Background: an optimization exercise with open tools, aiming at a short achievable clock period, few clock cycles and low power. Do not read the settings as production practice. Function was not checked in any run shown here: the RTL went through the layout flow alone. Power and IR drop assume default switching activity.

===== flow/run.sh =====
#!/bin/bash
# synth_recipe.tcl (not shown) runs the flow's synth.tcl, then flattens the netlist and writes it again
# the make line also repeats each setting of config.mk as NAME=value (left out here)
make -C /OpenROAD-flow-scripts/flow DESIGN_CONFIG=/design/flow/config.mk WORK_HOME=/design/flow/orfs CLKGATE_MAP_FILE= SYNTH_SCRIPT=/design/flow/synth_recipe.tcl finish

===== flow/config.mk =====
export PLATFORM = sky130hd
export DESIGN_NAME = e20_core
export DESIGN_NICKNAME = e20_core
export VERILOG_FILES = /design/flow/design.v
export SDC_FILE = /design/flow/constraint.sdc
export NUM_CORES = 4
export LEC_CHECK = 0
export CAP_MARGIN = 20
export CORE_MARGIN = 2
export CORE_UTILIZATION = 40
export PLACE_DENSITY = 0.6
export SLEW_MARGIN = 20

===== flow/constraint.sdc =====
create_clock -name core_clock -period 8.0 [get_ports {clk}]
set_input_delay 1.6000 -clock core_clock [delete_from_list [all_inputs] [get_ports {clk}]]
set_output_delay 1.6000 -clock core_clock [all_outputs]
set_load 0.01 [all_outputs]

===== flow/design.v =====
module e20_core (
    input  wire        clk,
    input  wire        rst,          
    output reg         mem_req,
    output reg         mem_we,
    output reg  [12:0] mem_addr,
    output reg  [15:0] mem_wdata,
    input  wire        mem_gnt,
    input  wire        mem_rvalid,
    input  wire [15:0] mem_rdata,
    output reg         halted
);
    localparam [2:0] OP_RRR  = 3'b000, OP_ADDI = 3'b001, OP_J   = 3'b010,
                     OP_JAL  = 3'b011, OP_LW   = 3'b100, OP_SW  = 3'b101,
                     OP_JEQ  = 3'b110, OP_SLTI = 3'b111;
    localparam [3:0] F_ADD = 4'b0000, F_SUB = 4'b0001, F_OR = 4'b0010,
                     F_AND = 4'b0011, F_SLT = 4'b0100, F_JR = 4'b1000;
    function [16:0] kadd;
        input [15:0] a, b;
        input        cin;
        reg   [15:0] g, p, gg, pp, gn, pn;
        integer      k, d;
        begin
            g  = a & b;
            p  = a ^ b;
            gg = {g[15:1], g[0] | (p[0] & cin)};
            pp = p;
            for (d = 1; d < 16; d = d * 2) begin
                gn = gg;
                pn = pp;
                for (k = d; k < 16; k = k + 1) begin
                    gn[k] = gg[k] | (pp[k] & gg[k-d]);
                    pn[k] = pp[k] & pp[k-d];
                end
                gg = gn;
                pp = pn;
            end
            kadd = {gg[15], p ^ {gg[14:0], cin}};
        end
    endfunction
    reg [15:0] regs [1:7];
    reg [12:0] pc;         
    reg [12:0] fa;         
    reg        req_data;   
    reg [15:0] ibuf;       
    reg        ibuf_v;
    reg [2:0]  q_v, q_ld, q_dr;
    reg        smc_q;      
    reg        ld_pend;    
    reg [2:0]  ld_d;       
    wire acc       = mem_req & mem_gnt;
    wire acc_read  = acc & ~mem_we;
    wire acc_fetch = acc & ~req_data;
    wire data_wait = mem_req & req_data & ~mem_gnt;    
    wire resp_ld   = mem_rvalid & q_ld[0];
    wire resp_ins  = mem_rvalid & ~q_ld[0] & ~q_dr[0];    
    wire        ivalid = (ibuf_v | resp_ins) & ~halted & ~smc_q;
    wire [15:0] ir     = ibuf_v ? ibuf : mem_rdata;
    wire [2:0]  op     = ir[15:13];
    wire [2:0]  ra     = ir[12:10];
    wire [2:0]  rb     = ir[9:7];
    wire [2:0]  rd_rrr = ir[6:4];
    wire [3:0]  func   = ir[3:0];
    wire [6:0]  imm7   = ir[6:0];
    wire [12:0] imm13  = ir[12:0];
    wire [15:0] simm   = {{9{imm7[6]}}, imm7};
    wire [15:0] va = (ra == 3'd0) ? 16'd0 : regs[ra];
    wire [15:0] vb = (rb == 3'd0) ? 16'd0 : regs[rb];
    wire [16:0] npc_s = kadd({3'd0, pc}, 16'd1, 1'b0);
    wire [12:0] npc   = npc_s[12:0];
    wire is_rrr  = (op == OP_RRR);
    wire is_lw   = (op == OP_LW);
    wire is_sw   = (op == OP_SW);
    wire is_j    = (op == OP_J);
    wire is_jal  = (op == OP_JAL);
    wire is_jeq  = (op == OP_JEQ);
    wire is_jr   = is_rrr & (func == F_JR);
    wire is_halt = is_j & (imm13 == pc);
    wire        sub   = is_rrr ? (func == F_SUB | func == F_SLT) : (op == OP_SLTI);
    wire [15:0] bop   = (is_rrr ? vb : simm) ^ {16{sub}};
    wire [16:0] sum_s = kadd(va, bop, sub);
    wire [15:0] sum   = sum_s[15:0];
    wire        lt    = ~sum_s[16];
    wire [12:0] ea    = sum[12:0];
    reg        wr;
    reg [2:0]  dst;
    reg [15:0] res;
    always @(*) begin
        wr  = 1'b0;
        dst = rb;
        res = sum;
        case (op)
            OP_RRR: begin
                dst = rd_rrr;
                wr  = (func[3:1] == 3'b000) | (func[3:1] == 3'b001) | (func == F_SLT);
                case (func)
                    F_OR:    res = va | vb;
                    F_AND:   res = va & vb;
                    F_SLT:   res = {15'd0, lt};
                    default: res = sum;
                endcase
            end
            OP_ADDI: wr = 1'b1;
            OP_SLTI: begin wr = 1'b1; res = {15'd0, lt}; end
            OP_JAL:  begin wr = 1'b1; dst = 3'd7; res = {3'd0, npc}; end
            default: ;
        endcase
    end
    wire wr_nz = wr & (dst != 3'd0);
    wire rd_a = ~(is_j | is_jal);
    wire rd_b = is_rrr | is_sw | is_jeq;
    wire ld_hit = ld_pend & ((rd_a & ra == ld_d) | (rd_b & rb == ld_d) |
                             (wr_nz & dst == ld_d));
    wire stall = ld_hit
               | (resp_ld & wr_nz)                          
               | ((is_lw | is_sw) & data_wait)
               | (is_lw & ld_pend & ~resp_ld)
               | (is_halt & data_wait);
    wire exec = ivalid & ~stall;
    wire        eq      = (va == vb);
    wire [16:0] br_s    = kadd({3'd0, npc}, simm, 1'b0);
    wire [12:0] br_tgt  = br_s[12:0];
    wire        tk_jeq  = is_jeq & eq & (imm7 != 7'd0);
    wire        tk_j    = (is_j | is_jal) & (imm13 != npc) & ~is_halt;
    wire        tk_jr   = is_jr;
    reg  [12:0] tgt;
    always @(*) begin
        if (is_jeq)     tgt = br_tgt;
        else if (is_jr) tgt = va[12:0];
        else            tgt = imm13;
    end
    wire taken = exec & (tk_jeq | tk_j | tk_jr);
    wire overflow = ibuf_v & resp_ins & stall & ~halted & ~smc_q;
    wire smc      = exec & is_sw & ((ea == npc) | (ea == npc + 13'd1) | (ea == npc + 13'd2));
    wire refetch  = overflow | smc_q;
    wire redirect = taken | refetch;
    wire [16:0] fa1  = kadd({3'd0, fa}, 16'd1, 1'b0);
    wire [12:0] fa_n = taken ? tgt : refetch ? pc : acc_fetch ? fa1[12:0] : fa;
    wire mem_go  = exec & (is_sw | (is_lw & rb != 3'd0));
    wire halt_go = exec & is_halt;
    wire       pop  = mem_rvalid;
    wire [2:0] s_v  = pop ? {1'b0, q_v[2:1]}  : q_v;
    wire [2:0] s_ld = pop ? {1'b0, q_ld[2:1]} : q_ld;
    wire [2:0] s_dr = (pop ? {1'b0, q_dr[2:1]} : q_dr) | ({3{redirect}} & ~s_ld);
    wire [2:0] slot = ~s_v & {s_v[1:0], 1'b1};        
    wire [2:0] push = {3{acc_read}} & slot;
    wire       can_fetch = ~s_v[1] & ~(s_v[0] & acc_read);
    integer i;
    always @(posedge clk) begin
        if (rst) begin
            mem_req   <= 1'b1;
            mem_we    <= 1'b0;
            mem_addr  <= 13'd0;
            mem_wdata <= 16'd0;
            req_data  <= 1'b0;
            halted    <= 1'b0;
            pc        <= 13'd0;
            fa        <= 13'd0;
            ibuf      <= 16'd0;
            ibuf_v    <= 1'b0;
            q_v <= 3'd0; q_ld <= 3'd0; q_dr <= 3'd0;
            ld_pend   <= 1'b0;
            ld_d      <= 3'd0;
            smc_q     <= 1'b0;
            for (i = 1; i < 8; i = i + 1)
                regs[i] <= 16'd0;
        end else begin
            if (resp_ld & ld_pend) begin
                if (ld_d != 3'd0) regs[ld_d] <= mem_rdata;
            end else if (exec & wr_nz) begin
                regs[dst] <= res;
            end
            if (resp_ld) ld_pend <= 1'b0;
            if (exec & is_lw & rb != 3'd0) begin
                ld_pend <= 1'b1;
                ld_d    <= rb;
            end
            if (exec) pc <= taken ? tgt : npc;
            if (halt_go) halted <= 1'b1;
            smc_q <= smc;
            if (refetch) begin
                ibuf_v <= 1'b0;
            end else if (ibuf_v) begin
                if (exec) begin
                    ibuf_v <= resp_ins & ~redirect;
                    ibuf   <= mem_rdata;
                end
            end else if (resp_ins & ~exec) begin
                ibuf_v <= 1'b1;
                ibuf   <= mem_rdata;
            end
            q_v  <= s_v | push;
            q_ld <= (s_ld & ~push) | (push & {3{req_data}});
            q_dr <= (s_dr & ~push) | (push & {3{redirect & ~req_data}});
            fa <= fa_n;
            if (mem_go) begin
                mem_req   <= 1'b1;
                mem_we    <= is_sw;
                mem_addr  <= ea;
                mem_wdata <= vb;
                req_data  <= 1'b1;
            end else if (data_wait) begin
            end else if (halt_go | halted) begin
                mem_req   <= 1'b0;
                req_data  <= 1'b0;
            end else begin
                mem_req   <= can_fetch;
                mem_we    <= 1'b0;
                mem_addr  <= fa_n;
                req_data  <= 1'b0;
            end
        end
    end
endmodule

==> results of run 1 <==
## worst max-delay path: stages
cell and delay, ns:
clkdlybuf4s50_1 0.57, mux2_2 0.59, nor2_4 0.47, a221oi_1 0.21
or2_1 0.31, a21oi_1 0.31, a21oi_1 0.17, fa_1 0.48
nor2b_1 0.17, o211ai_1 0.21, a211o_1 0.35, a31oi_1 0.19
a311oi_1 0.07, buf_4 0.18, xnor2_1 0.43, xnor2_1 0.14
nor4b_1 0.35, nand4_1 0.19, o41ai_1 0.30, a221o_1 0.19
## placed cells by master, fill, tap and decap left out, types with 6 or more instances in the layout
cell and count:
a311oi_1 20, mux2_2 10, a31oi_1 20, xnor2_1 80
o211ai_1 9, a221oi_1 11, o22ai_1 8, nor4_1 13
nand2_1 234, nand3_1 42, nor3_1 24, a222oi_1 7
dfxtp_1 89, buf_4 73, inv_1 64, conb_1 6
nor2b_1 17, ha_1 63, clkinv_1 6, clkdlybuf4s50_1 50
nor2_1 298, a211oi_1 25, mux4_2 6, o221ai_1 10
nand2b_1 27, clkbuf_16 26, mux2i_1 63, a21oi_1 153
xor2_1 27, a22oi_1 7, o21ai_0 59, or3_1 7
o21ai_1 12, nand4_1 24, or2_2 8, edfxtp_1 118
and3_1 26, a21o_1 15, and2_1 10, mux2i_2 6
## cell type report
cell class / count / area share [%]
Clock buffer: 31 / 4.02
Clock inverter: 15 / 0.922
Inverter: 67 / 1.43
Multi-Input combinational cell: 1466 / 53.5
Sequential cell: 208 / 30.3
Tap cell: 518 / 3.67
Timing Repair Buffer: 125 / 6.17
## registers in the layout (all words and copies together), names as in the netlist, 3 cells and up
register,flops
ibuf,16
mem_addr,13
mem_wdata,16
q_v,3
q_ld,3
pc,13
ld_d,3
fa,13
regs,118
q_dr,3
## layer usage
layer	GRT usage, %	share of wire (%)
met5	0	0
met4	11.9	4.2
met3	3.94	8.0
met2	45.1	46
met1	37.3	42
## through the flow
step	power, mW	cells
final	4.64	2430
after detailed placement	3.39	2384
after floorplan	2.68	1851
after global placement	3.38	2384
after CTS	4.61	2430
after global routing	4.85	2430
## worst paths after layout
kind / startpoint / to / slack [ns] / cells past startpoint
setup / recovery: mem_rdata[7] / smc_q / 1.03 / 20
hold / removal: mem_wdata[0] / mem_wdata[0] / 0.49 / 2
setup reg to reg: ibuf_v / smc_q / 1.42 / 20
hold reg to reg: mem_wdata[0] / mem_wdata[0] / 0.49 / 2
## power groups by stage
| stage | combinational, mW | sequential [mW] | clock (mW) |
|---|---|---|---|
| global route | 2.27 | 1.31 | 1.27 |
| CTS | 2.08 | 1.30 | 1.22 |
| floorplan | 1.39 | 1.29 | 0 |
| global placement | 2.06 | 1.32 | 0 |
| detailed placement | 2.07 | 1.32 | 0 |
| finish | 2.13 | 1.30 | 1.21 |
## logic make-up after synthesis
group           count (synthesis)  synth area share, %
xor+xnor                      114                 6.99
simple gates                  763                 22.3
fa+ha+maj                      66                 5.41
mux                            95                 7.18
other cells                     1               0.0242
buf+inv                       177                 5.03
compound gates                422                 18.6
flops                         208                 34.5
==> impl_metrics.json, run 1 <==
{
  "p_int_mw": 2.75,
  "antenna_cells": 0,
  "nFillCells": 3714,
  "crit_fanout": 21,
  "ys_warn_count": 1,
  "pwr-share-comb_pct": 45.9,
  "dp_hpwl_mm": 41.6,
  "dp_slack_ns": 0.563,
  "gp_congestion": 0.966,
  "cts_tree": "done",
  "slew_viol_final": 0,
  "switching_share_pct": 40.8,
  "drt-total-wl_mm": 57.2,
  "postPlaceCellArea_mm2": 0.0168,
  "areaGrowthSynthToFinish_pct": 13.9,
  "synth_top_cells_by_count": "nor2_1 (298), nand2_1 (234), a21oi_1 (153), edfxtp_1 (118), dfxtp_1 (90)",
  "numPortBuffers": 51,
  "endpoint_kind": "register",
  "synth_top_area_share_pct": 22.9,
  "powerDensity_mw_per_mm2": 263,
  "grt_pass1_vias": 14100,
  "grt_antenna_before_repair": 0,
  "grtUsageTotal_pct": 27.9,
  "wire_per_inst_um": 23.5,
  "leakage_nw": 6.92,
  "clk-insertion-delay-late_ns": 0.57,
  "critical_path_required_ns": 8.51,
  "worst-setup-path-type": "in2reg",
  "p_seq_share_pct": 28.1,
  "async_reset_ff_share_pct": 0,
  "avgSynthCellArea_um2": 8.40,
  "cts.clk_slew.worst_paths_ns": 0.06,
  "synth_edf_count": 118,
  "tns_ns": 0,
  "synthMostInstantiatedCell": "nor2_1",
  "synth.distinct_cells": 106,
  "synthFlopType": "edfxtp_1",
  "postSynthCellCount": 1846,
  "cts_buffer_depth": 3,
  "cts_hold_buf": 0,
  "yosys.area.top_type": "edfxtp_1",
  "fin_ws_ns": 1.03,
  "dr.pass1.iters": 6,
  "status": "complete, no violations",
  "vias": 14700,
  "cts-buffers-inserted": 25,
  "num_rows": 72,
  "cts_setup_buffers": 0,
  "fmax_mhz": 143,
  "slew_headroom_pct": 30.8,
  "seqCellArea_mm2": 0.00535,
  "netlist_area_mm2": 0.0155,
  "cap_viol_max_count": 0,
  "cts.sinks": 208,
  "finalSetupViolations": 0,
  "grt_pass1_wl_mm": 86.6,
  "final_area_mm2": 0.0176,
  "vdd_drop_max_uv": 165,
  "htreeDepth": 1,
  "ios": 52,
  "postLayoutCoreUtil_pct": 45.9,
  "core_mm2": 0.0385,
  "hold_violations": 0,
  "hold_class": "reg2reg",
  "p_sw_mw": 1.89,
  "grt_max_degree": 67,
  "rsz0062_at_grt": "false",
  "drt_drc_violations_left": 0,
  "worstSetupStartpointType": "input port",
  "initial_utilization_pct": 40.3,
  "cts_resized": 0,
  "ys_top_cells_by_area": "edfxtp_1 (23%), dfxtp_1 (12%), nor2_1 (7.2%)",
  "synth_seq_cells": 208,
  "skew_ns": 0.0272,
  "die_h_um": 201,
  "multiInputGateArea_mm2": 0.00944,
  "pwr-share-clk_pct": 26.0,
  "overflow": 0,
  "arrival_ns": 7.49,
  "drt_iter0_drc": 1588,
  "hold_slack_ns": 0.488,
  "final_layout_size_suffix_gt1_share_pct": 10.1,
  "fin_crit_ns": 6.97,
  "cts_root_buf": "clkbuf_16",
  "worst_slew_pin_slew_ns": 1.03,
  "via_per_inst": 6.03,
  "die_x_um": 201,
  "die_area_mm2": 0.0403,
  "detail-route-antenna-nets": 0,
  "layout_worst_path_cycle_share_pct": 87.1,
  "ys_seq_area_share_pct": 34.5,
  "nets": 1978
}
==> inputs of run 2 (changes only) <==
--- a/flow/config.mk
+++ b/flow/config.mk
@@ -7,2 +7,3 @@
 export LEC_CHECK = 0
+export ABC_CLOCK_PERIOD_IN_PS = 3000
 export CAP_MARGIN = 20
@@ -11,2 +12,3 @@
 export PLACE_DENSITY = 0.6
+export SETUP_SLACK_MARGIN = 3.0
 export SLEW_MARGIN = 20
==> run 2 against run 1 <==
  * Setup slack improved by 1.5 ns
  * Critical path depth rose by 1
  * Still clean on timing, DRC and antenna
  * Critical endpoint unchanged
  * Highest routed layer unchanged
  * Total power rose by 18%
  * Largest power group unchanged
==> impl_metrics.json, run 2 <==
{
  "grt_antenna_before_repair": 0,
  "numPortBuffers": 51,
  "crit_start": "mem_rdata[7]",
  "core_mm2": 0.0385,
  "cpMaxStageDelayCell": "fa_2",
  "die_area_mm2": 0.0403,
  "synthFlopType": "edfxtp_1",
  "dp_hpwl_mm": 42.2,
  "powerDensity_mw_per_mm2": 260,
  "synth_top_cells_by_count": "nor2_1 (298), nand2_1 (234), a21oi_1 (153), edfxtp_1 (118), dfxtp_1 (90)",
  "gp_congestion": 0.934,
  "hold_violations": 0,
  "r2r_setup_slack_ns": 2.78,
  "cts.clk_slew.worst_paths_ns": 0.07,
  "postPlaceCellArea_mm2": 0.0168,
  "grt_pass1_vias": 14900,
  "synth_edf_count": 118,
  "synth_seq_cells": 208,
  "clk-insertion-delay-late_ns": 0.57,
  "critical_path_required_ns": 8.51,
  "max_flop_register": "regs",
  "async_reset_ff_share_pct": 0,
  "cts-buffers-inserted": 25,
  "min_to": "ibuf[4]",
  "detail-route-antenna-nets": 0,
  "crit_fanout": 7,
  "die_x_um": 201,
  "worstSetupStartpointType": "input port",
  "finalSetupViolations": 0,
  "vdd_drop_max_uv": 175,
  "r2r-start": "ibuf_v",
  "synth.distinct_cells": 106,
  "worst_slew_pin_slew_ns": 1.02,
  "postSynthCellCount": 1846,
  "arrival_ns": 6.02,
  "avgSynthCellArea_um2": 8.40,
  "slew_viol_final": 0,
  "antenna_cells": 0,
  "skew_ns": 0.0164,
  "num_rows": 72,
  "ys_warn_count": 1,
  "overflow": 0,
  "leakage_nw": 8.25,
  "cts_buffer_depth": 3,
  "ys_top_cells_by_area": "edfxtp_1 (23%), dfxtp_1 (12%), nor2_1 (7.2%)",
  "fin_ws_ns": 2.49,
  "dr.pass1.iters": 6,
  "worst-setup-path-type": "in2reg",
  "layout_worst_path_cycle_share_pct": 68.8,
  "largest_register_ffs": 118,
  "drt_iter0_drc": 1988,
  "p_total_mw": 5.46,
  "whs_path_depth": 2,
  "critPathMaxStageDelay_ns": 0.41,
  "reg.largest.list": "regs: 118 flops, ibuf: 16 flops, mem_wdata: 16 flops",
  "wire_per_inst_um": 25.0,
  "ios": 52,
  "grt_pass1_wl_mm": 93.1,
  "r2r_end": "smc_q",
  "die_h_um": 201,
  "cap_viol_max_count": 0,
  "r2r_cells": 21,
  "htreeDepth": 1,
  "cts.sinks": 208,
  "final_cell_mix": "nor2_1 (274), nand2_1 (221), buf_4 (157)",
  "dp_slack_ns": 0.612,
  "synthMostInstantiatedCell": "nor2_1",
  "final_layout_size_suffix_gt1_share_pct": 26.9,
  "grt_max_degree": 64,
  "slew_headroom_pct": 31.5,
  "cp_common_cell": "buf_4",
  "drt-total-wl_mm": 64.6,
  "postLayoutCoreUtil_pct": 54.7,
  "yosys.area.top_type": "edfxtp_1",
  "vias": 15800,
  "path_cells": "buf_4 > mux2_4 > nor2_4 > buf_4 > a221oi_4 > or2_4 > a21oi_4 > a21oi_1 > fa_2 > nor2b_2 > o211ai_1 > buf_4 > a211o_1 > buf_4 > a311oi_4 > xnor2_2 > nor4b_4 > nand4_1 > or4_1 > o41ai_1 > a221o_1",
  "netlist_area_mm2": 0.0155,
  "ys_seq_area_share_pct": 34.5,
  "grtUsageTotal_pct": 30.3,
  "fmax_mhz": 182,
  "synth_top_area_share_pct": 22.9,
  "endpoint_kind": "register",
  "cts_hold_buf": 0,
  "final_area_mm2": 0.0210,
  "cts_tree": "done",
  "cts_root_buf": "clkbuf_16",
  "initial_utilization_pct": 40.3,
  "drt_drc_violations_left": 0,
  "tns_ns": 0,
  "nets": 2134,
  "rsz0062_at_grt": "true",
  "final_common_cell": "nor2_1",
  "hold_path_startpoint": "ibuf[4]",
  "hold_class": "reg2reg",
  "status": "complete, no violations",
  "areaGrowthSynthToFinish_pct": 35.7,
  "fin_crit_ns": 5.51,
  "via_per_inst": 6.12
}
run 2: cell counts after synthesis:
Identical to the previous run, type by type.
run 2: cell type report:
type / instances / area, µm²
Fill cell: 3391 / 17400
Multi-Input combinational cell: 1470 / 11100
Sequential cell: 208 / 5350
Timing Repair Buffer: 277 / 2890
Clock buffer: 35 / 677
Tap cell: 518 / 648
Inverter: 67 / 254
Clock inverter: 11 / 100
run 2: how the worst max path moves through the flow:
| stage | slack [ns] | depth (start not counted) | to |
|---|---|---|---|
| after CTS | 2.66 | 24 | smc_q |
| after global routing | 2.39 | 21 | smc_q |
| after detailed placement | 0.61 | 20 | smc_q |
| after floorplan | 2.38 | 22 | smc_q |
| final | 2.49 | 21 | smc_q |
| after global placement | 0.66 | 20 | smc_q |
run 2: power by group:
group	leakage (nW)	total, mW	switching [mW]	internal [mW]
logic	5.92	3.04	1.70	1.34
clock network	0.374	1.12	0.489	0.627
registers	1.95	1.31	0.0923	1.22
run 2: critical path: cells and delay by family:
family | cells | cell delay [ns]
mux | 1 | 0.34
buf+inv | 4 | 0.65
simple gates | 6 | 1.41
xor+xnor | 1 | 0.19
fa+ha+maj | 1 | 0.41
compound gates | 8 | 1.41
run 2: per-layer routing:
layer  track usage (%)  wire length, µm  up-vias
met3              6.70             6810      256
met2              47.6            28900      964
met5                 0                0        -
li1                  -                -     7029
met1              38.4            24700     7583
met4              17.8             4150        0
run 2: per-stage QoR:
| step | hold WS (ns) | std cells |
|---|---|---|
| after global routing | 0.522 | 2586 |
| after floorplan | 0.454 | 1851 |
| final | 0.495 | 2586 |
| after global placement | 0.475 | 2368 |
| after CTS | 0.496 | 2516 |
| after detailed placement | 0.482 | 2368 |
run 2: cells by family (layout without fill, tap and decap cells):
kind of cell    count (synthesis)  in the layout  synth area share [%]
mux                            95             99                  7.18
flops                         208            208                  34.5
simple gates                  763            763                  22.3
buf+inv                       177            390                  5.03
xor+xnor                      114            114                  6.99
fa+ha+maj                      66             66                  5.41
other cells                     1              6                0.0242
compound gates                422            422                  18.6
run 2: what timing repair did:
item	4_1_cts	5_1_grt
hold endpoints to repair	0	0
resized for setup	250	165
gates cloned	13	2
buffers inserted	89	68
endpoints found under the setup margin	294	217
pin swaps	66	83
==> inputs of run 3 (changes only) <==
--- a/flow/design.v
+++ b/flow/design.v
@@ -17,25 +17,2 @@
                      F_AND = 4'b0011, F_SLT = 4'b0100, F_JR = 4'b1000;
-    function [16:0] kadd;
-        input [15:0] a, b;
-        input        cin;
-        reg   [15:0] g, p, gg, pp, gn, pn;
-        integer      k, d;
-        begin
-            g  = a & b;
-            p  = a ^ b;
-            gg = {g[15:1], g[0] | (p[0] & cin)};
-            pp = p;
-            for (d = 1; d < 16; d = d * 2) begin
-                gn = gg;
-                pn = pp;
-                for (k = d; k < 16; k = k + 1) begin
-                    gn[k] = gg[k] | (pp[k] & gg[k-d]);
-                    pn[k] = pp[k] & pp[k-d];
-                end
-                gg = gn;
-                pp = pn;
-            end
-            kadd = {gg[15], p ^ {gg[14:0], cin}};
-        end
-    endfunction
     reg [15:0] regs [1:7];
@@ -68,4 +45,3 @@
     wire [15:0] vb = (rb == 3'd0) ? 16'd0 : regs[rb];
-    wire [16:0] npc_s = kadd({3'd0, pc}, 16'd1, 1'b0);
-    wire [12:0] npc   = npc_s[12:0];
+    wire [12:0] npc   = pc + 13'd1;
     wire is_rrr  = (op == OP_RRR);
@@ -80,3 +56,3 @@
     wire [15:0] bop   = (is_rrr ? vb : simm) ^ {16{sub}};
-    wire [16:0] sum_s = kadd(va, bop, sub);
+    wire [16:0] sum_s = {1'b0, va} + {1'b0, bop} + {16'd0, sub};
     wire [15:0] sum   = sum_s[15:0];
@@ -120,4 +96,3 @@
     wire        eq      = (va == vb);
-    wire [16:0] br_s    = kadd({3'd0, npc}, simm, 1'b0);
-    wire [12:0] br_tgt  = br_s[12:0];
+    wire [12:0] br_tgt  = npc + simm[12:0];
     wire        tk_jeq  = is_jeq & eq & (imm7 != 7'd0);
@@ -136,4 +111,4 @@
     wire redirect = taken | refetch;
-    wire [16:0] fa1  = kadd({3'd0, fa}, 16'd1, 1'b0);
-    wire [12:0] fa_n = taken ? tgt : refetch ? pc : acc_fetch ? fa1[12:0] : fa;
+    wire [12:0] fa1  = fa + 13'd1;
+    wire [12:0] fa_n = taken ? tgt : refetch ? pc : acc_fetch ? fa1 : fa;
     wire mem_go  = exec & (is_sw | (is_lw & rb != 3'd0));
==> run 3 against run 2 <==
  * Die area rose by 0.62%
  * Routed wire length down 1.2%
  * Register-to-register slack about the same
  * First-iteration DRC count down 13%
  * Global-route usage grew 0.12 points
  * Clock skew increased by 0.0067 ns
  * Clock-buffer cell count is 2 lower
  * Sequential share of layout area rose by 1.5 points
  * Via count fell by 3.2%
  * Critical path depth did not move
  * Flip-flop and latch count is 7 higher
==> impl_metrics.json, run 3 <==
{
  "cts.sinks": 215,
  "leakage_nw": 7.96,
  "areaGrowthSynthToFinish_pct": 32.6,
  "overflow": 0,
  "postSynthCellCount": 1771,
  "r2r_cells": 20,
  "grt_antenna_before_repair": 0,
  "final_area_mm2": 0.0207,
  "yosys.area.top_type": "edfxtp_1",
  "cts_buffer_depth": 3,
  "dp_hpwl_mm": 44.8,
  "netlist_area_mm2": 0.0156,
  "r2r_setup_slack_ns": 2.79,
  "arrival_ns": 5.81,
  "grt_pass1_vias": 14600,
  "layout_worst_path_cycle_share_pct": 67.2,
  "cts_tree": "done",
  "fmax_mhz": 186,
  "grt_pass1_wl_mm": 93.0,
  "grt_max_degree": 60,
  "vias": 15300,
  "synth_edf_count": 125,
  "endpoint_kind": "register",
  "dr.pass1.iters": 7,
  "worst-setup-path-type": "in2reg",
  "max_flop_register": "regs",
  "cts_root_buf": "clkbuf_16",
  "gp_congestion": 0.983,
  "core_mm2": 0.0386,
  "skew_ns": 0.0231,
  "cts-buffers-inserted": 24,
  "ios": 52,
  "r2r-start": "ibuf_v",
  "nets": 2052,
  "cpMaxStageDelayCell": "mux4_2",
  "rsz0062_at_grt": "true",
  "synth_seq_cells": 215,
  "die_x_um": 201,
  "wire_per_inst_um": 25.5,
  "crit_start": "mem_rdata[7]",
  "ys_warn_count": 1,
  "slew_headroom_pct": 29.3,
  "ys_seq_area_share_pct": 35.6,
  "status": "complete, no violations",
  "path_cells": "buf_12 > mux2i_4 > buf_12 > mux4_2 > a22oi_2 > a21oi_2 > xnor2_2 > inv_1 > fa_2 > nor2b_4 > o31ai_4 > a21oi_2 > o21bai_2 > a311oi_4 > or2_4 > nor2_1 > o311a_1 > o221ai_2 > o21ai_1 > a21oi_1 > o32ai_1",
  "vdd_drop_max_uv": 174,
  "synth.distinct_cells": 101,
  "crit_fanout": 7,
  "dp_cells": 2323,
  "fin_cells": 2504,
  "hold_violations": 0,
  "r2r_end": "smc_q",
  "die_area_mm2": 0.0406,
  "powerDensity_mw_per_mm2": 260,
  "grtUsageTotal_pct": 30.4,
  "fin_crit_ns": 5.37,
  "hold_class": "reg2reg",
  "slew_viol_final": 0,
  "worst_slew_pin_slew_ns": 1.05,
  "drt_iter0_drc": 1728,
  "critPathMaxStageDelay_ns": 0.52,
  "synthMostInstantiatedCell": "nor2_1",
  "tns_ns": 0,
  "final_common_cell": "nor2_1",
  "synthFlopType": "edfxtp_1",
  "synth_top_cells_by_count": "nor2_1 (305), nand2_1 (162), a21oi_1 (138), edfxtp_1 (125), dfxtp_1 (90)",
  "num_rows": 72,
  "largest_register_ffs": 125,
  "clk-insertion-delay-late_ns": 0.58,
  "finalSetupViolations": 0,
  "drt-total-wl_mm": 63.8,
  "final_cell_mix": "nor2_1 (280), buf_4 (155), nand2_1 (153)",
  "die_h_um": 201,
  "cap_viol_max_count": 0,
  "via_per_inst": 6.12,
  "async_reset_ff_share_pct": 0,
  "reg.largest.list": "regs: 125 flops, ibuf: 16 flops, mem_wdata: 16 flops",
  "critical_path_required_ns": 8.43,
  "initial_utilization_pct": 40.4,
  "detail-route-antenna-nets": 0,
  "cts.clk_slew.worst_paths_ns": 0.06,
  "synth_top_area_share_pct": 24.1,
  "numPortBuffers": 51,
  "postLayoutCoreUtil_pct": 53.6,
  "ys_top_cells_by_area": "edfxtp_1 (24%), dfxtp_1 (12%), nor2_1 (7.3%)",
  "p_total_mw": 5.37,
  "avgSynthCellArea_um2": 8.81,
  "worstSetupStartpointType": "input port",
  "antenna_cells": 0,
  "drt_drc_violations_left": 0,
  "postPlaceCellArea_mm2": 0.0172,
  "crit_end": "smc_q",
  "htreeDepth": 1,
  "final_layout_size_suffix_gt1_share_pct": 28.0
}
## run 3: critical path, delay by kind of cell
| family | cells | cell delay, ns |
|---|---|---|
| xor gates and xnor gates | 1 | 0.17 |
| AOI/OAI and AO/OA | 11 | 2.17 |
| buffers and inverters | 3 | 0.36 |
| and+or+nand+nor | 3 | 0.42 |
| muxes | 2 | 0.72 |
| adders and majority gates | 1 | 0.37 |
## run 3: layout make-up
| class | instances | area, µm² |
|---|---|---|
| inverter | 73 | 292 |
| timing repair buffer | 266 | 2640 |
| clock buffer | 33 | 654 |
| multi-input combinational | 1388 | 10700 |
| fill | 3560 | 17900 |
| sequential | 215 | 5560 |
| clock inverter | 11 | 153 |
| tap | 518 | 648 |
## run 3: power by group
group          leakage [nW]  internal (mW)  switching, mW  total [mW]
clock network         0.395          0.672          0.489        1.16
logic                  5.55           1.24           1.61        2.85
registers              2.02           1.26         0.0945        1.36
total                  7.96           3.18           2.19        5.37
## run 3: cell families (layout without fill, tap and decap cells)
group | after synthesis | count (layout) | share of synthesized area (%)
AOI/OAI and AO/OA | 424 | 424 | 18.5
xor gates and xnor gates | 110 | 110 | 6.49
adders and majority gates | 66 | 66 | 5.36
buffers and inverters | 181 | 383 | 4.83
DFF | 215 | 215 | 35.6
muxes | 99 | 100 | 9.78
other | 1 | 13 | 0.0240
and+or+nand+nor | 675 | 675 | 19.4
## run 3: routing by layer
metal,track usage (%),vias to the layer above,share of wire [%]
met4,20.2,0,7.7
met5,0,-,0
li1,-,6824,-
met2,49.5,848,46
met1,37.7,7412,38
met3,4.34,239,7.7
## run 3: worst min-delay path by stage
stage                       start            end  slack [ns]  depth (start not counted)
floorplan                 ibuf[4]        ibuf[4]        0.45                          2
global placement          ibuf[4]        ibuf[4]        0.47                          2
detailed placement        ibuf[4]        ibuf[4]        0.48                          2
CTS                       ibuf[4]        ibuf[4]        0.50                          2
global route        mem_wdata[10]  mem_wdata[10]        0.52                          2
finish              mem_wdata[12]  mem_wdata[12]        0.50                          2
## run 3: through the flow
step                setup slack, ns  hold WS (ns)
global placement              0.866         0.470
global route                   2.47         0.522
floorplan                      2.19         0.454
CTS                            2.71         0.499
finish                         2.63         0.502
detailed placement            0.826         0.477
## run 3: timing repair
| action | 4_1_cts | 5_1_grt |
|---|---|---|
| hold buffers | 0 | 0 |
| endpoints found under the setup margin | 315 | 266 |
| gates cloned | 5 | 2 |
| setup buffers | 91 | 39 |
| gates resized for setup | 210 | 131 |
| pin swaps | 85 | 88 |
==> inputs of run 4 (changes only) <==
--- a/flow/design.v
+++ b/flow/design.v
@@ -23,4 +23,5 @@
     reg        ibuf_v;
+    reg        ibuf_p;     
     reg [2:0]  q_v, q_ld, q_dr;
-    reg        smc_q;      
+    reg        st_q;       
     reg        ld_pend;    
@@ -33,4 +34,6 @@
     wire resp_ins  = mem_rvalid & ~q_ld[0] & ~q_dr[0];    
-    wire        ivalid = (ibuf_v | resp_ins) & ~halted & ~smc_q;
-    wire [15:0] ir     = ibuf_v ? ibuf : mem_rdata;
+    wire [12:0] npc = pc + 13'd1;
+    wire smc = st_q & ((mem_addr == pc) | (mem_addr == npc) | (mem_addr == pc + 13'd2));
+    wire        ivalid = ibuf_v & ~halted & ~smc;
+    wire [15:0] ir     = ibuf;
     wire [2:0]  op     = ir[15:13];
@@ -45,3 +48,3 @@
     wire [15:0] vb = (rb == 3'd0) ? 16'd0 : regs[rb];
-    wire [12:0] npc   = pc + 13'd1;
+    wire [12:0] ea  = va[12:0] + simm[12:0];
     wire is_rrr  = (op == OP_RRR);
@@ -54,8 +57,2 @@
     wire is_halt = is_j & (imm13 == pc);
-    wire        sub   = is_rrr ? (func == F_SUB | func == F_SLT) : (op == OP_SLTI);
-    wire [15:0] bop   = (is_rrr ? vb : simm) ^ {16{sub}};
-    wire [16:0] sum_s = {1'b0, va} + {1'b0, bop} + {16'd0, sub};
-    wire [15:0] sum   = sum_s[15:0];
-    wire        lt    = ~sum_s[16];
-    wire [12:0] ea    = sum[12:0];
     reg        wr;
@@ -66,3 +63,3 @@
         dst = rb;
-        res = sum;
+        res = va + simm;
         case (op)
@@ -72,6 +69,7 @@
                 case (func)
+                    F_ADD:   res = va + vb;
+                    F_SUB:   res = va - vb;
                     F_OR:    res = va | vb;
                     F_AND:   res = va & vb;
-                    F_SLT:   res = {15'd0, lt};
-                    default: res = sum;
+                    default: res = {15'd0, va < vb};
                 endcase
@@ -79,3 +77,3 @@
             OP_ADDI: wr = 1'b1;
-            OP_SLTI: begin wr = 1'b1; res = {15'd0, lt}; end
+            OP_SLTI: begin wr = 1'b1; res = {15'd0, va < simm}; end
             OP_JAL:  begin wr = 1'b1; dst = 3'd7; res = {3'd0, npc}; end
@@ -98,17 +96,21 @@
     wire        tk_jeq  = is_jeq & eq & (imm7 != 7'd0);
-    wire        tk_j    = (is_j | is_jal) & (imm13 != npc) & ~is_halt;
-    wire        tk_jr   = is_jr;
-    reg  [12:0] tgt;
-    always @(*) begin
-        if (is_jeq)     tgt = br_tgt;
-        else if (is_jr) tgt = va[12:0];
-        else            tgt = imm13;
-    end
-    wire taken = exec & (tk_jeq | tk_j | tk_jr);
-    wire overflow = ibuf_v & resp_ins & stall & ~halted & ~smc_q;
-    wire smc      = exec & is_sw & ((ea == npc) | (ea == npc + 13'd1) | (ea == npc + 13'd2));
-    wire refetch  = overflow | smc_q;
-    wire redirect = taken | refetch;
-    wire [12:0] fa1  = fa + 13'd1;
-    wire [12:0] fa_n = taken ? tgt : refetch ? pc : acc_fetch ? fa1 : fa;
+    wire        tk_jr   = is_jr & ~ibuf_p & (va[12:0] != npc);
+    wire [12:0] tgt     = is_jeq ? br_tgt : va[12:0];
+    wire taken = exec & (tk_jeq | tk_jr);
+    wire [12:0] seq_pc  = (is_j | is_jal) ? imm13 : (is_jr & ibuf_p) ? va[12:0] : npc;
+    wire [12:0] next_pc = taken ? tgt : seq_pc;
+    wire overflow = ibuf_v & resp_ins & ~exec & ~halted & ~smc;
+    wire ld_ibuf  = resp_ins & (exec | ~ibuf_v) & ~taken & ~smc;
+    wire early    = ld_ibuf & (mem_rdata[15:14] == 2'b01);
+    wire [2:0]  n_ra  = mem_rdata[12:10];
+    wire [15:0] n_va  = (n_ra == 3'd0) ? 16'd0 : regs[n_ra];
+    wire n_hit = (ld_pend & ld_d == n_ra) |
+                 (exec & ((wr_nz & dst == n_ra) | (is_lw & rb == n_ra)));
+    wire early_jr = ld_ibuf & (mem_rdata[15:13] == OP_RRR) &
+                    (mem_rdata[3:0] == F_JR) & ~n_hit;
+    wire redirect = taken | overflow | smc | early | early_jr;
+    wire [12:0] fa_n = taken ? tgt : smc ? pc : overflow ? seq_pc
+                     : early ? mem_rdata[12:0]
+                     : early_jr ? n_va[12:0]
+                     : acc_fetch ? fa + 13'd1 : fa;
     wire mem_go  = exec & (is_sw | (is_lw & rb != 3'd0));
@@ -135,2 +137,3 @@
             ibuf_v    <= 1'b0;
+            ibuf_p    <= 1'b0;
             q_v <= 3'd0; q_ld <= 3'd0; q_dr <= 3'd0;
@@ -138,3 +141,3 @@
             ld_d      <= 3'd0;
-            smc_q     <= 1'b0;
+            st_q      <= 1'b0;
             for (i = 1; i < 8; i = i + 1)
@@ -152,14 +155,10 @@
             end
-            if (exec) pc <= taken ? tgt : npc;
+            if (exec & ~is_halt) pc <= next_pc;
             if (halt_go) halted <= 1'b1;
-            smc_q <= smc;
-            if (refetch) begin
+            st_q <= exec & is_sw;
+            if (smc) begin
                 ibuf_v <= 1'b0;
-            end else if (ibuf_v) begin
-                if (exec) begin
-                    ibuf_v <= resp_ins & ~redirect;
-                    ibuf   <= mem_rdata;
-                end
-            end else if (resp_ins & ~exec) begin
-                ibuf_v <= 1'b1;
+            end else if (exec | ~ibuf_v) begin
+                ibuf_v <= ld_ibuf;
+                ibuf_p <= early_jr;
                 ibuf   <= mem_rdata;
--- a/flow/config.mk
+++ b/flow/config.mk
@@ -7,3 +7,3 @@
 export LEC_CHECK = 0
-export ABC_CLOCK_PERIOD_IN_PS = 3000
+export ABC_CLOCK_PERIOD_IN_PS = 2500
 export CAP_MARGIN = 20
@@ -11,4 +11,7 @@
 export CORE_UTILIZATION = 40
+export CTS_BUF_LIST = sky130_fd_sc_hd__clkbuf_16
+export CTS_CLUSTER_DIAMETER = 100
+export CTS_CLUSTER_SIZE = 20
 export PLACE_DENSITY = 0.6
-export SETUP_SLACK_MARGIN = 3.0
+export SETUP_SLACK_MARGIN = 4.0
 export SLEW_MARGIN = 20
==> run 4 against run 3 <==
  * Highest routed layer unchanged
  * Total power fell by 18%
  * Clock-buffer cell count is 16 lower
  * Cell area is 16% higher
  * Critical path depth grew 1
  * Still clean
==> impl_metrics.json, run 4 <==
{
  "fin_ws_ns": 3.54,
  "crit_fanout": 8,
  "pwr-share-clk_pct": 20.2,
  "synth.mux.area_fraction_pct": 12.4,
  "synthMostInstantiatedCell": "nor2_1",
  "core_mm2": 0.0454,
  "ys_warn_count": 1,
  "die_x_um": 218,
  "rsz0062_at_grt": "true",
  "cts_hold_buf": 0,
  "final_area_mm2": 0.0241,
  "powerDensity_mw_per_mm2": 184,
  "cts.sinks": 225,
  "drt_drc_violations_left": 0,
  "detail-route-antenna-nets": 0,
  "synth_top_family_by_area": "compound AO/OA/AOI/OAI gates",
  "r2r_end": "regs[2][7]",
  "synth_top_cells_by_count": "nor2_1 (303), nand2_1 (164), a21oi_1 (133), edfxtp_1 (128), ha_1 (100)",
  "grtUsageTotal_pct": 30.4,
  "dp_slack_ns": 2.01,
  "drt-total-wl_mm": 74.2,
  "async_reset_ff_share_pct": 0,
  "num_rows": 78,
  "netlist_area_mm2": 0.0184,
  "skew_ns": 0.0425,
  "ys_seq_area_share_pct": 31.5,
  "switching_share_pct": 40.5,
  "worst-setup-path-type": "reg2reg",
  "numPortBuffers": 51,
  "cts_tree": "done",
  "leakage_nw": 8.96,
  "r2r_setup_slack_ns": 3.54,
  "hold_class": "reg2reg",
  "synth_xor_area_share_pct": 6.08,
  "max_flop_register": "regs",
  "cts_root_buf": "clkbuf_16",
  "cts.clk_slew.worst_paths_ns": 0.09,
  "drt_iter0_drc": 2088,
  "dp_hpwl_mm": 51.8,
  "ys_top_cells_by_area": "edfxtp_1 (21%), dfxtp_1 (11%), mux4_2 (8.5%)",
  "postLayoutCoreUtil_pct": 53.0,
  "synth.distinct_cells": 102,
  "synth_compound_area_share_pct": 18.8,
  "gp_congestion": 1.00,
  "hold_violations": 0,
  "tns_ns": 0,
  "final_layout_size_suffix_gt1_share_pct": 31.7,
  "slew_headroom_pct": 34.6,
  "whs_path_depth": 2,
  "layout_worst_path_cycle_share_pct": 55.8,
  "min_to": "mem_wdata[5]",
  "synth_seq_cells": 225,
  "pwr-share-comb_pct": 47.6,
  "p_int_mw": 2.63,
  "synthAdderAreaFrac_pct": 7.25,
  "synthFlopType": "edfxtp_1",
  "avgSynthCellArea_um2": 8.92,
  "htreeDepth": 1,
  "cts_buffer_depth": 3,
  "largest_register_ffs": 128,
  "synth_edf_count": 128,
  "grt_max_degree": 82,
  "slew_viol_final": 0,
  "fmax_mhz": 224,
  "die_area_mm2": 0.0476,
  "grt_pass1_vias": 17100,
  "grt_antenna_before_repair": 0,
  "hold_path_startpoint": "mem_wdata[5]",
  "critical_path_required_ns": 8.28,
  "wire_per_inst_um": 26.1,
  "yosys.area.top_type": "edfxtp_1",
  "grt_pass1_wl_mm": 109,
  "synth_top_area_share_pct": 20.9,
  "final_common_cell": "nor2_1",
  "worstSetupStartpointType": "register",
  "r2r_cells": 22,
  "vdd_drop_max_uv": 106,
  "cts-buffers-inserted": 17,
  "postPlaceCellArea_mm2": 0.0195,
  "clk-insertion-delay-late_ns": 0.55,
  "dr.pass1.iters": 7,
  "worst_slew_pin_slew_ns": 0.981,
  "synth-simple-area-share_pct": 18.7,
  "areaGrowthSynthToFinish_pct": 31.0,
  "overflow": 0,
  "arrival_ns": 4.74,
  "endpoint_kind": "register",
  "nets": 2363,
  "status": "complete, no violations",
  "vias": 18000,
  "final_cell_mix": "nor2_1 (248), buf_4 (154), nand2_1 (151)",
  "initial_utilization_pct": 40.5,
  "p_seq_share_pct": 32.2,
  "cap_viol_max_count": 0,
  "finalSetupViolations": 0,
  "nFillCells": 3928,
  "fin_crit_ns": 4.46,
  "postSynthCellCount": 2059,
  "die_h_um": 218,
  "reg.largest.list": "regs: 128 flops, ibuf: 16 flops, mem_wdata: 16 flops",
  "ios": 52,
  "p_sw_mw": 1.79,
  "via_per_inst": 6.32
}
## run 4: cell type report
| type | instances | area [µm²] | area share [%] |
|---|---|---|---|
| clock inverters | 11 | 104 | 0.432 |
| repair buffers | 281 | 2800 | 11.7 |
| multi-input cells | 1616 | 13700 | 57.1 |
| diodes | 1 | 2.50 | 0.0104 |
| well taps | 600 | 751 | 3.12 |
| inverters | 98 | 385 | 1.60 |
| clock buffers | 17 | 425 | 1.77 |
| flip-flops and latches | 225 | 5850 | 24.3 |
## run 4: per-layer routing
metal / wire (µm) / global-route usage, % / share of wire [%]
met1: 29500 / 40.9 / 40
met2: 32900 / 47.1 / 44
met3: 7170 / 4.68 / 9.7
met4: 4670 / 16.1 / 6.3
met5: 0 / 0 / 0
## run 4: what timing repair did
action | in CTS | in global routing
cloned | 5 | 1
setup buffers | 173 | 20
hold endpoints to repair | 0 | 0
setup endpoints to repair | 324 | 264
pin swaps | 161 | 80
gates resized for setup | 391 | 143
## run 4: critical path: stages (launching register included)
cell and delay, ns:
dfxtp_4 0.39, buf_8 0.15, buf_12 0.14, buf_4 0.13, mux4_2 0.33, mux2i_2 0.07
nor2_2 0.24, inv_2 0.09, buf_4 0.14, ha_2 0.18, o21bai_4 0.18, a2111o_1 0.46
buf_6 0.14, buf_6 0.10, buf_6 0.10, nand3_2 0.07, nand2_2 0.07, xnor2_2 0.13
o211ai_1 0.35, o221ai_2 0.24, mux2i_4 0.22, buf_12 0.19, nor2_1 0.06
## run 4: logic make-up (layout without fill, tap and decap cells)
| family | count (synthesis) | in the layout |
|---|---|---|
| buffers and inverters | 235 | 407 |
| and+or+nand+nor | 733 | 734 |
| xor gates and xnor gates | 124 | 124 |
| muxes | 139 | 139 |
| other | 1 | 17 |
| AOI/OAI and AO/OA | 498 | 499 |
| adders and majority gates | 104 | 104 |
| DFF | 225 | 225 |
## run 4: worst max path at each step
stage               start           to  slack [ns]  cells after the start
5_1_grt          register   regs[3][6]        3.49                     19
3_3_place_gp   mem_rvalid  regs[6][13]        2.17                     10
3_5_place_dp   mem_rvalid  regs[6][14]        2.01                     10
4_1_cts          register   regs[3][6]        3.69                     19
2_1_floorplan  mem_rvalid   regs[7][0]        3.97                     11
6_report         register   regs[2][7]        3.54                     22
## run 4: power groups by stage
stage	Clock [mW]	Combinational [mW]	Sequential, mW
2_1_floorplan	0	1.08	1.36
3_3_place_gp	0	1.45	1.44
3_5_place_dp	0	1.46	1.44
4_1_cts	0.902	1.91	1.41
5_1_grt	0.935	2.21	1.43
6_report	0.891	2.10	1.42
## run 4: stage by stage
stage               power (mW)  hold WS, ns  std cells
floorplan                 2.44        0.469       2074
detailed placement        2.90        0.453       2621
global placement          2.89        0.448       2620
finish                    4.42        0.464       2849
global route              4.57        0.491       2848
CTS                       4.23        0.467       2827
==> inputs of run 5 (changes only) <==
--- a/flow/design.v
+++ b/flow/design.v
@@ -6,3 +6,3 @@
     output reg  [12:0] mem_addr,
-    output reg  [15:0] mem_wdata,
+    output wire [15:0] mem_wdata,
     input  wire        mem_gnt,
@@ -26,2 +26,3 @@
     reg        st_q;       
+    reg [2:0]  st_s;       
     reg        ld_pend;    
@@ -36,2 +37,3 @@
     wire smc = st_q & ((mem_addr == pc) | (mem_addr == npc) | (mem_addr == pc + 13'd2));
+    assign mem_wdata = (st_s == 3'd0) ? 16'd0 : regs[st_s];
     wire        ivalid = ibuf_v & ~halted & ~smc;
@@ -90,2 +92,3 @@
                | ((is_lw | is_sw) & data_wait)
+               | (wr_nz & mem_req & mem_we & (dst == st_s))    
                | (is_lw & ld_pend & ~resp_ld)
@@ -124,2 +127,6 @@
     wire       can_fetch = ~s_v[1] & ~(s_v[0] & acc_read);
+    wire [15:0] rf_wd = resp_ld ? mem_rdata : res;
+    wire [2:0]  rf_wa = resp_ld ? ld_d : dst;
+    wire        rf_wr = resp_ld | (exec & wr_nz);
+    wire [7:0]  rf_we = {8{rf_wr}} & (8'd1 << rf_wa);
     integer i;
@@ -130,3 +137,2 @@
             mem_addr  <= 13'd0;
-            mem_wdata <= 16'd0;
             req_data  <= 1'b0;
@@ -142,2 +148,3 @@
             st_q      <= 1'b0;
+            st_s      <= 3'd0;
             for (i = 1; i < 8; i = i + 1)
@@ -145,7 +152,4 @@
         end else begin
-            if (resp_ld & ld_pend) begin
-                if (ld_d != 3'd0) regs[ld_d] <= mem_rdata;
-            end else if (exec & wr_nz) begin
-                regs[dst] <= res;
-            end
+            for (i = 1; i < 8; i = i + 1)
+                if (rf_we[i]) regs[i] <= rf_wd;
             if (resp_ld) ld_pend <= 1'b0;
@@ -173,3 +177,3 @@
                 mem_addr  <= ea;
-                mem_wdata <= vb;
+                st_s      <= rb;
                 req_data  <= 1'b1;
==> run 5 against run 4 <==
  * Highest routed layer is now met5
  * Cell area decreased by 0.64%
  * Synthesized area decreased by 3.2%
  * Die area down 3.2%
  * Via count rose by 15%
  * Setup slack worse by 0.21 ns
  * Sequential power is 24% lower
  * Synthesized cell count increased by 14%
  * Routed wire length grew 16%
  * Clock power decreased by 2.7%
  * Critical path depth fell by 4
  * Clock skew down 0.031 ns
==> impl_metrics.json, run 5 <==
{
  "final_area_mm2": 0.0239,
  "grt_pass1_wl_mm": 126,
  "grt_pass1_vias": 19600,
  "multiInputGateArea_mm2": 0.0151,
  "drt_iter0_drc": 2634,
  "dp_slack_ns": 1.72,
  "r2r_end": "mem_addr[7]",
  "detail-route-antenna-nets": 0,
  "ios": 52,
  "cts.clk_slew.worst_paths_ns": 0.08,
  "fin_ws_ns": 3.32,
  "cts_root_buf": "clkbuf_16",
  "synth_top_cells_by_count": "nor2_1 (311), a21oi_1 (204), dfxtp_1 (190), nand2_1 (171), mux2i_1 (150)",
  "vdd_drop_max_uv": 164,
  "async_reset_ff_share_pct": 0,
  "core_mm2": 0.0440,
  "ys_warn_count": 18,
  "r2r-start": "ibuf[12]",
  "gp_congestion": 0.996,
  "pwr-share-comb_pct": 48.1,
  "r2r_cells": 18,
  "arrival_ns": 5.02,
  "cts_tree": "done",
  "nets": 2637,
  "synthMostInstantiatedCell": "nor2_1",
  "largest_register_ffs": 112,
  "cts-buffers-inserted": 17,
  "p_sw_mw": 1.63,
  "wire_per_inst_um": 27.7,
  "dr.pass1.iters": 8,
  "worst_slew_pin_slew_ns": 1.16,
  "rsz0062_at_grt": "true",
  "postSynthCellCount": 2354,
  "grtUsageTotal_pct": 35.8,
  "final_layout_size_suffix_gt1_share_pct": 28.3,
  "hold_violations": 0,
  "crit_fanout": 7,
  "switching_share_pct": 43.3,
  "critPathMaxStageDelay_ns": 0.54,
  "min_to": "ibuf_p",
  "endpoint_kind": "register",
  "numPortBuffers": 51,
  "final_common_cell": "nor2_1",
  "hold_slack_ns": 0.489,
  "max_flop_register": "regs",
  "cts.sinks": 190,
  "synth_seq_cells": 190,
  "fin_crit_ns": 4.68,
  "p_int_mw": 2.13,
  "worstSetupStartpointType": "register",
  "hold_class": "reg2reg",
  "ys_seq_area_share_pct": 21.4,
  "fmax_mhz": 214,
  "layout_worst_path_cycle_share_pct": 58.4,
  "r2r_setup_slack_ns": 3.32,
  "cts_hold_buf": 0,
  "areaGrowthSynthToFinish_pct": 34.5,
  "dp_hpwl_mm": 57.8,
  "num_rows": 77,
  "slew_viol_final": 0,
  "initial_utilization_pct": 40.4,
  "cap_viol_max_count": 0,
  "ys_top_cells_by_area": "dfxtp_1 (21%), mux2i_1 (8.4%), ha_1 (7.0%)",
  "grt_max_degree": 82,
  "clk-insertion-delay-late_ns": 0.48,
  "die_x_um": 215,
  "hold_path_startpoint": "ibuf_p",
  "synth.distinct_cells": 91,
  "drt_drc_violations_left": 0,
  "overflow": 0,
  "powerDensity_mw_per_mm2": 157,
  "synth_top_area_share_pct": 21.4,
  "drt-total-wl_mm": 86.3,
  "postPlaceCellArea_mm2": 0.0189,
  "p_seq_share_pct": 28.8,
  "whs_path_depth": 2,
  "p_total_mw": 3.76,
  "finalSetupViolations": 0,
  "tns_ns": 0,
  "cpMaxStageDelayCell": "or4_4",
  "die_area_mm2": 0.0461,
  "slew_headroom_pct": 22.4,
  "synthFlopType": "dfxtp_1",
  "yosys.area.top_type": "dfxtp_1",
  "reg.largest.list": "regs: 112 flops, ibuf: 16 flops",
  "cts_buffer_depth": 2,
  "skew_ns": 0.0120,
  "vias": 20700,
  "status": "complete, no violations",
  "nFillCells": 3961,
  "critical_path_required_ns": 8.35,
  "synth_edf_count": 0,
  "via_per_inst": 6.62,
  "worst-setup-path-type": "reg2reg",
  "final_cell_mix": "nor2_1 (284), buf_4 (179), dfxtp_1 (172)",
  "die_h_um": 215,
  "leakage_nw": 9.72,
  "avgSynthCellArea_um2": 7.55,
  "pwr-share-clk_pct": 23.1,
  "seqCellArea_mm2": 0.00384,
  "htreeDepth": 4,
  "netlist_area_mm2": 0.0178,
  "path_cells": "buf_12 > buf_6 > o22ai_2 > a211o_1 > a221o_1 > a21oi_4 > ha_4 > nor3_4 > nand4_1 > nor3_4 > or4_4 > or4_4 > and3_4 > or3_4 > or3_4 > a31oi_4 > o221a_1 > nor2_1",
  "grt_antenna_before_repair": 2,
  "antenna_cells": 0
}
run 5: final cells by class:
type,count,share of cell area (%)
Inverter,116,1.89
Clock buffer,17,1.78
Sequential cell,190,16.1
Timing Repair Buffer,307,13.3
Multi-Input combinational cell,1881,63.3
Tap cell,592,3.10
Clock inverter,15,0.539
run 5: what timing repair did:
action,CTS,global route
pin swaps,87,71
setup buffers,153,37
resized for setup,412,128
setup endpoints to repair,200,167
gates cloned,14,3
run 5: how the worst max path moves through the flow:
stage / cells past startpoint / slack [ns] / start / to
3_3_place_gp: 11 / 1.78 / mem_rvalid / mem_addr[9]
2_1_floorplan: 25 / 3.29 / ibuf[11] / mem_addr[7]
4_1_cts: 18 / 3.47 / ibuf[9] / mem_addr[7]
5_1_grt: 18 / 3.29 / ibuf[12] / mem_addr[7]
3_5_place_dp: 11 / 1.72 / mem_rvalid / mem_addr[9]
6_report: 18 / 3.32 / ibuf[12] / mem_addr[7]
run 5: cell families after synthesis:
group           share of synthesized area (%)
xor+xnor                                 5.86
mux                                      14.7
buf+inv                                  6.30
simple gates                             19.4
fa+ha+maj                                7.49
compound gates                           24.9
flops                                    21.4
run 5: critical path, delay by kind of cell, from the launching register on:
family	cells	cell delay, ns
AND/OR/NAND/NOR	9	2.24
AO/OA/AOI/OAI	6	1.37
flip-flops	1	0.46
buffers and inverters	2	0.26
adder cells (fa/ha/maj)	1	0.20
run 5: through the flow:
| step | utilization (%) | instances |
|---|---|---|
| 2_1_floorplan | - | 2354 |
| 4_1_cts | 52.2 | 3078 |
| 6_report | 54.3 | 3118 |
| 5_1_grt | 54.3 | 3118 |
| 3_5_place_dp | 42.9 | 2879 |
| 3_3_place_gp | 42.9 | 2879 |
run 5: power by group through the flow:
| stage | logic, mW | registers, mW | clock network (mW) |
|---|---|---|---|
| after floorplan | 0.887 | 1.05 | 0 |
| final | 1.81 | 1.08 | 0.867 |
| after global routing | 1.89 | 1.09 | 0.908 |
| after global placement | 1.24 | 1.10 | 0 |
| after CTS | 1.65 | 1.08 | 0.868 |
| after detailed placement | 1.25 | 1.10 | 0 |
run 5: metal layers:
metal | wire, µm | GRT usage (%) | part of all wire, % | up-vias
li1 | - | - | - | 8879
met1 | 32200 | 43.5 | 37 | 9896
met2 | 37000 | 54.7 | 43 | 1433
met3 | 9610 | 9.74 | 11 | 438
met4 | 7490 | 25.5 | 8.7 | 4
met5 | 30 | 0 | 0.035 | -

## static timing again, ports no longer ideal
No port has a modelled driver above. Below, the same layouts with a new extraction and two added sets of constraints.
Step 1: set_driving_cell puts a clkbuf_16 on clk and a buf_2 on each other input, an assumption about the parent block.
Step 2 also shifts input and output timing later by t, the mid clock arrival at the registers, as if the neighbouring blocks saw the same clock.
a / b / c = ideal / step 1 / step 2; a / b = the first two.
run	t, ns	setup WS [ns]	hold WS [ns]	worst setup path at the end	clock arrival spread, ns
run 1	0.606	1.030 / 1.062 / 0.456	0.488 / 0.488 / 0.488	input to register	0.027 / 0.028
run 2	0.615	2.493 / 2.519 / 1.904	0.495 / 0.495 / 0.495	input to register	0.016 / 0.016
run 3	0.622	2.626 / 2.634 / 2.012	0.502 / 0.502 / 0.502	input to register	0.024 / 0.024
run 4	0.587	3.536 / 3.536 / 3.318	0.464 / 0.464 / 0.464	input to register	0.042 / 0.043
run 5	0.537	3.325 / 3.325 / 2.950	0.489 / 0.489 / 0.489	input to register	0.012 / 0.012
After both steps setup and hold are still met in every run listed. The setup slack of run 3, which loses most, moves by +0.008 ns with the drivers and by -0.614 ns with both steps.
